What follows belongs to an exercise in optimizing a design on an open flow for small area; a production flow would make more cautious choices. The RTL was checked by simulation tests, not by an equivalence proof against the original design. Power is estimated from default activity; no workload was simulated.

== v29 ==
## dxl2_tx
module dxl2_tx (
  input  wire        clk,
  input  wire        rst,         
  input  wire        s_valid,
  output wire        s_ready,
  input  wire [7:0]  s_data,
  input  wire        s_last,
  output wire        m_valid,
  input  wire        m_ready,
  output reg  [7:0]  m_data,
  output wire        m_last,
  output wire        rej_valid,
  output wire [1:0]  rej_code     
);
clock: 10.0 ns
lec_check: 0
cap_margin: 20
core_margin: 2
core_utilization: 40
slew_margin: 20
standard.sh (not shown) runs the stock make flow with config.mk's settings and CLKGATE_MAP_FILE= SYNTH_SCRIPT=/design/flow/synth_recipe.tcl, a recipe that flattens the netlist after the stock synthesis.
==> flow/flow/run.sh <==
#!/bin/bash
# Standard layout, with CTS using clkbuf_16 leaf buffers on large sink
# clusters and no dummy loads, and plain buf_1 cells as the port buffers.
set -euo pipefail
export CTS_ARGS="-sink_clustering_enable -repair_clock_nets -dont_use_dummy_load -buf_list {sky130_fd_sc_hd__clkbuf_16} -sink_clustering_size 40 -sink_clustering_max_diameter 60"
export BUFFER_PORTS_ARGS="-buffer_cell sky130_fd_sc_hd__buf_1"
bash standard.sh > standard.log 2>&1
[inputs] v25 vs v29
==> flow/flow/run.sh <==
#!/bin/bash
# Standard layout, with CTS using clkbuf_8 leaf buffers on small sink
# clusters and no dummy loads, and plain buf_1 cells as the port buffers.
set -euo pipefail
export CTS_ARGS="-sink_clustering_enable -repair_clock_nets -dont_use_dummy_load -buf_list {sky130_fd_sc_hd__clkbuf_8} -sink_clustering_size 22 -sink_clustering_max_diameter 50"
export BUFFER_PORTS_ARGS="-buffer_cell sky130_fd_sc_hd__buf_1"
bash standard.sh > standard.log 2>&1
==> results.txt <==
- v25 against v29: switching power of the nets went down by 1.1%; slew at the pin closest to its max-slew limit ~0 delta; cell area after layout has decreased; overall power down 180 uW; power in sequential cells essentially unchanged.
- Looking at worst setup path startpoint, the st[1]$_SDFFE_PP0P_ result is from v25; the st[0]$_SDFFE_PP0P_ one comes from v29.
- Against v29, count of clock-buffer cells in the layout in v25 rose by more than a quarter.


run A:
Another version of the RTL of dxl2_tx (not shown whole).
For scale: about 890 cells after synthesis, ~580 flip-flops, about 27 I/O pins, ~14,000 um2 of cells after synthesis.
==> flow/design.v (excerpt) <==
module dxl2_tx (
  input  wire        clk,
  input  wire        rst,         
  input  wire        s_valid,
  output wire        s_ready,
  input  wire [7:0]  s_data,
  input  wire        s_last,
  output wire        m_valid,
  input  wire        m_ready,
  output reg  [7:0]  m_data,
  output wire        m_last,
  output wire        rej_valid,
  output wire [1:0]  rej_code     
);
  localparam integer MAXP  = 64;
  localparam integer NSLOT = 2 + MAXP;      
  localparam [6:0] S0  = 7'b0000000;
  localparam [6:0] S1  = 7'b0000001;
  localparam [6:0] S65 = 7'b1100011;
  localparam [6:0] S66 = 7'b1000111;
  localparam [15:0] CRC_HDR = 16'h0E28;
  localparam [3:0] T_FF0  = 4'd0;
  localparam [3:0] T_FF1  = 4'd1;
  localparam [3:0] T_FD   = 4'd2;
  localparam [3:0] T_00   = 4'd3;
  localparam [3:0] T_ID   = 4'd4;
  localparam [3:0] T_LLO  = 4'd5;
  localparam [3:0] T_LHI  = 4'd6;
  localparam [3:0] T_BODY = 4'd7;
  localparam [3:0] T_STUF = 4'd8;
  localparam [3:0] T_CLO  = 4'd9;
  localparam [3:0] T_CHI  = 4'd10;
  localparam [3:0] T_IN   = 4'd12;
  localparam [3:0] T_REJ  = 4'd13;
  function [6:0] lfsr;
    input [6:0] q;
    lfsr = {q[5:0], ~(q[6] ^ q[5])};
  endfunction
  reg  [7:0]  ring [0:NSLOT-1];
  reg  [6:0]  p;           
  reg  [3:0]  st;
  reg  [6:0]  cnt;         
  reg  [6:0]  sl;          
  reg  [1:0]  win;         
  reg         id_bad;
  reg         ov;
  reg  [15:0] crc;
  wire [7:0] tap = ring[NSLOT-1];
  wire in_st  = (st == T_IN);
  wire rej_st = (st == T_REJ);
  wire out_st = ~st[3] | ~st[2];
  always @(posedge clk) begin
    if (rst || p == S65) p <= S0;
    else                 p <= lfsr(p);
  end
  wire full      = (cnt == S66);
  wire first     = (cnt == S0);
  ...
Settings: LEC_CHECK=0, CAP_MARGIN=20, CORE_MARGIN=2, CORE_UTILIZATION=65, PLACE_DENSITY=0.75, SLEW_MARGIN=20; clock period 10.0 ns.
==> flow/flow/run.sh <==
#!/bin/bash
# The standard layout with three changes:
#  - synthesis maps logic with an area-oriented ABC script (synth_area.tcl is
#    synth_recipe.tcl with ABC's -script swapped); registers are untouched;
#  - CTS uses clkbuf_8 buffers on clusters of at most 22 sinks, no dummy loads;
#  - the port buffers are buf_1 cells.
set -euo pipefail
here=$(pwd)
export CTS_ARGS="-sink_clustering_enable -repair_clock_nets -dont_use_dummy_load -buf_list {sky130_fd_sc_hd__clkbuf_8} -sink_clustering_size 24 -sink_clustering_max_diameter 50"
export BUFFER_PORTS_ARGS="-buffer_cell sky130_fd_sc_hd__buf_1"
sed "s#SYNTH_SCRIPT=[^ ]*#SYNTH_SCRIPT=$here/flow/synth_area.tcl#" standard.sh > synth_area.sh
bash synth_area.sh synth > synth.log 2>&1
bash standard.sh > standard.log 2>&1
==> flow/flow/abc_area_min.script <==
&get -n
&st
&dch
&nf -a
&put
strash
dch
map -a
==> flow/flow/synth_area.tcl <==
proc synth {args} { yosys synth -nofsm -noshare {*}$args }
# area-oriented ABC mapping in place of the speed script
set ::area_abc_script [file join [file dirname [file normalize [info script]]] abc_area_min.script]
proc abc {args} {
  set i [lsearch -exact $args -script]
  if { $i >= 0 } { set args [lreplace $args $i [expr {$i + 1}] -script $::area_abc_script] }
  set j [lsearch -exact $args -D]
  if { $j >= 0 } { set args [lreplace $args $j [expr {$j + 1}]] }
  yosys abc {*}$args
}
source $::env(SCRIPTS_DIR)/synth.tcl
# left out here: clear keep_hierarchy, flatten, clean up, hide names made inside functions, write 1_2_yosys.v
Setup changes, run A to run B
- a change of CORE_UTILIZATION from 65 to 40
- a deleted PLACE_DENSITY that had been 0.75
==> flow/flow/run.sh <==
#!/bin/bash
# Standard layout, with CTS using clkbuf_8 leaf buffers on small sink
# clusters and no dummy loads, and plain buf_1 cells as the port buffers.
set -euo pipefail
export CTS_ARGS="-sink_clustering_enable -repair_clock_nets -dont_use_dummy_load -buf_list {sky130_fd_sc_hd__clkbuf_8}"
export BUFFER_PORTS_ARGS="-buffer_cell sky130_fd_sc_hd__buf_1"
bash standard.sh > standard.log 2>&1
removed: flow/flow/abc_area_min.script
removed: flow/flow/synth_area.tcl
Notes after the runs:
Vias after detailed routing: run B and run A compared, higher one is run B. Compare run B and run A | design area lower: run A. Run B reached the end of the flow, and the finished layout is clean on the timing, DRC and antenna checks. Via count of the first global-routing pass: run B > run A. The peak-usage layer in the global routing report comes out met2 in one run and met1 in the other, namely in run B and run A respectively.
Changes in run C relative to run B:
==> flow/flow/run.sh <==
#!/bin/bash
# The standard layout with three changes:
#  - synthesis maps logic with an area-oriented ABC script (synth_area.tcl is
#    synth_recipe.tcl with ABC's -script swapped); registers are untouched;
#  - CTS uses clkbuf_8 buffers on clusters of at most 22 sinks, no dummy loads;
#  - the port buffers are buf_1 cells.
set -euo pipefail
here=$(pwd)
export CTS_ARGS="-sink_clustering_enable -repair_clock_nets -dont_use_dummy_load -buf_list {sky130_fd_sc_hd__clkbuf_8} -sink_clustering_size 22 -sink_clustering_max_diameter 50"
export BUFFER_PORTS_ARGS="-buffer_cell sky130_fd_sc_hd__buf_1"
sed "s#SYNTH_SCRIPT=[^ ]*#SYNTH_SCRIPT=$here/flow/synth_area.tcl#" standard.sh > synth_area.sh
bash synth_area.sh synth > synth.log 2>&1
bash standard.sh > standard.log 2>&1
==> flow/flow/abc_area_min.script (new file) <==
&get -n
&st
&dch
&nf -a
&put
strash
dch
map -a
==> flow/flow/synth_area.tcl (new file) <==
proc synth {args} { yosys synth -nofsm -noshare {*}$args }
# area-oriented ABC mapping in place of the speed script
proc abc {args} {
  set i [lsearch -exact $args -script]
  if { $i >= 0 } { set args [lreplace $args $i [expr {$i + 1}] -script [file dirname [info script]]/abc_area_min.script] }
  set j [lsearch -exact $args -D]
  if { $j >= 0 } { set args [lreplace $args $j [expr {$j + 1}]] }
  yosys abc {*}$args
}
source $::env(SCRIPTS_DIR)/synth.tcl
# left out here: clear keep_hierarchy, flatten, clean up, hide names made inside functions, write 1_2_yosys.v
[summary]
For run C, the flow was terminated by a tool error in synthesis and produced no final design.
Edits applied to the flow inputs when going from run C to run D:
==> flow/flow/run.sh <==
#!/bin/bash
# Standard layout, with CTS using clkbuf_8 leaf buffers on small sink
# clusters and no dummy loads, and plain buf_1 cells as the port buffers.
set -euo pipefail
export CTS_ARGS="-sink_clustering_enable -repair_clock_nets -dont_use_dummy_load -buf_list {sky130_fd_sc_hd__clkbuf_8} -sink_clustering_size 22 -sink_clustering_max_diameter 50"
export BUFFER_PORTS_ARGS="-buffer_cell sky130_fd_sc_hd__buf_1"
bash standard.sh > standard.log 2>&1
removed: flow/flow/abc_area_min.script
removed: flow/flow/synth_area.tcl
Results
The final layout from run D, which completed every stage, passed the timing, DRC and antenna checks at the end of the flow.

static timing again, ports no longer ideal:
In the flow no input, the clock included, has a driving cell. The finished layouts below were timed again as built, in two steps.
Step 1: set_driving_cell puts a clkbuf_16 on clk and a buf_2 on each other input, an assumption about the parent block.
Step 2 adds t to the input delays and takes it off the output delays; t is the mean of the earliest and latest rising clock arrival at the registers after step 1. Input paths then give back, and output paths get back, about the clock's delay inside the block.
Three values: no drivers, after step 1, after step 2; two values: the first two.
run	shift t [ns]	slack for setup (ns)	cell pins on the clock port's net
v29	0.607	5.309 / 5.256 / 5.332	1
v25	0.572	5.279 / 5.229 / 5.335	1
run A	0.568	4.747 / 4.722 / 4.722	1
run B	0.610	4.536 / 4.459 / 4.459	1
run D	0.577	4.534 / 4.457 / 4.457	1
After both steps every run listed still meets setup and hold.
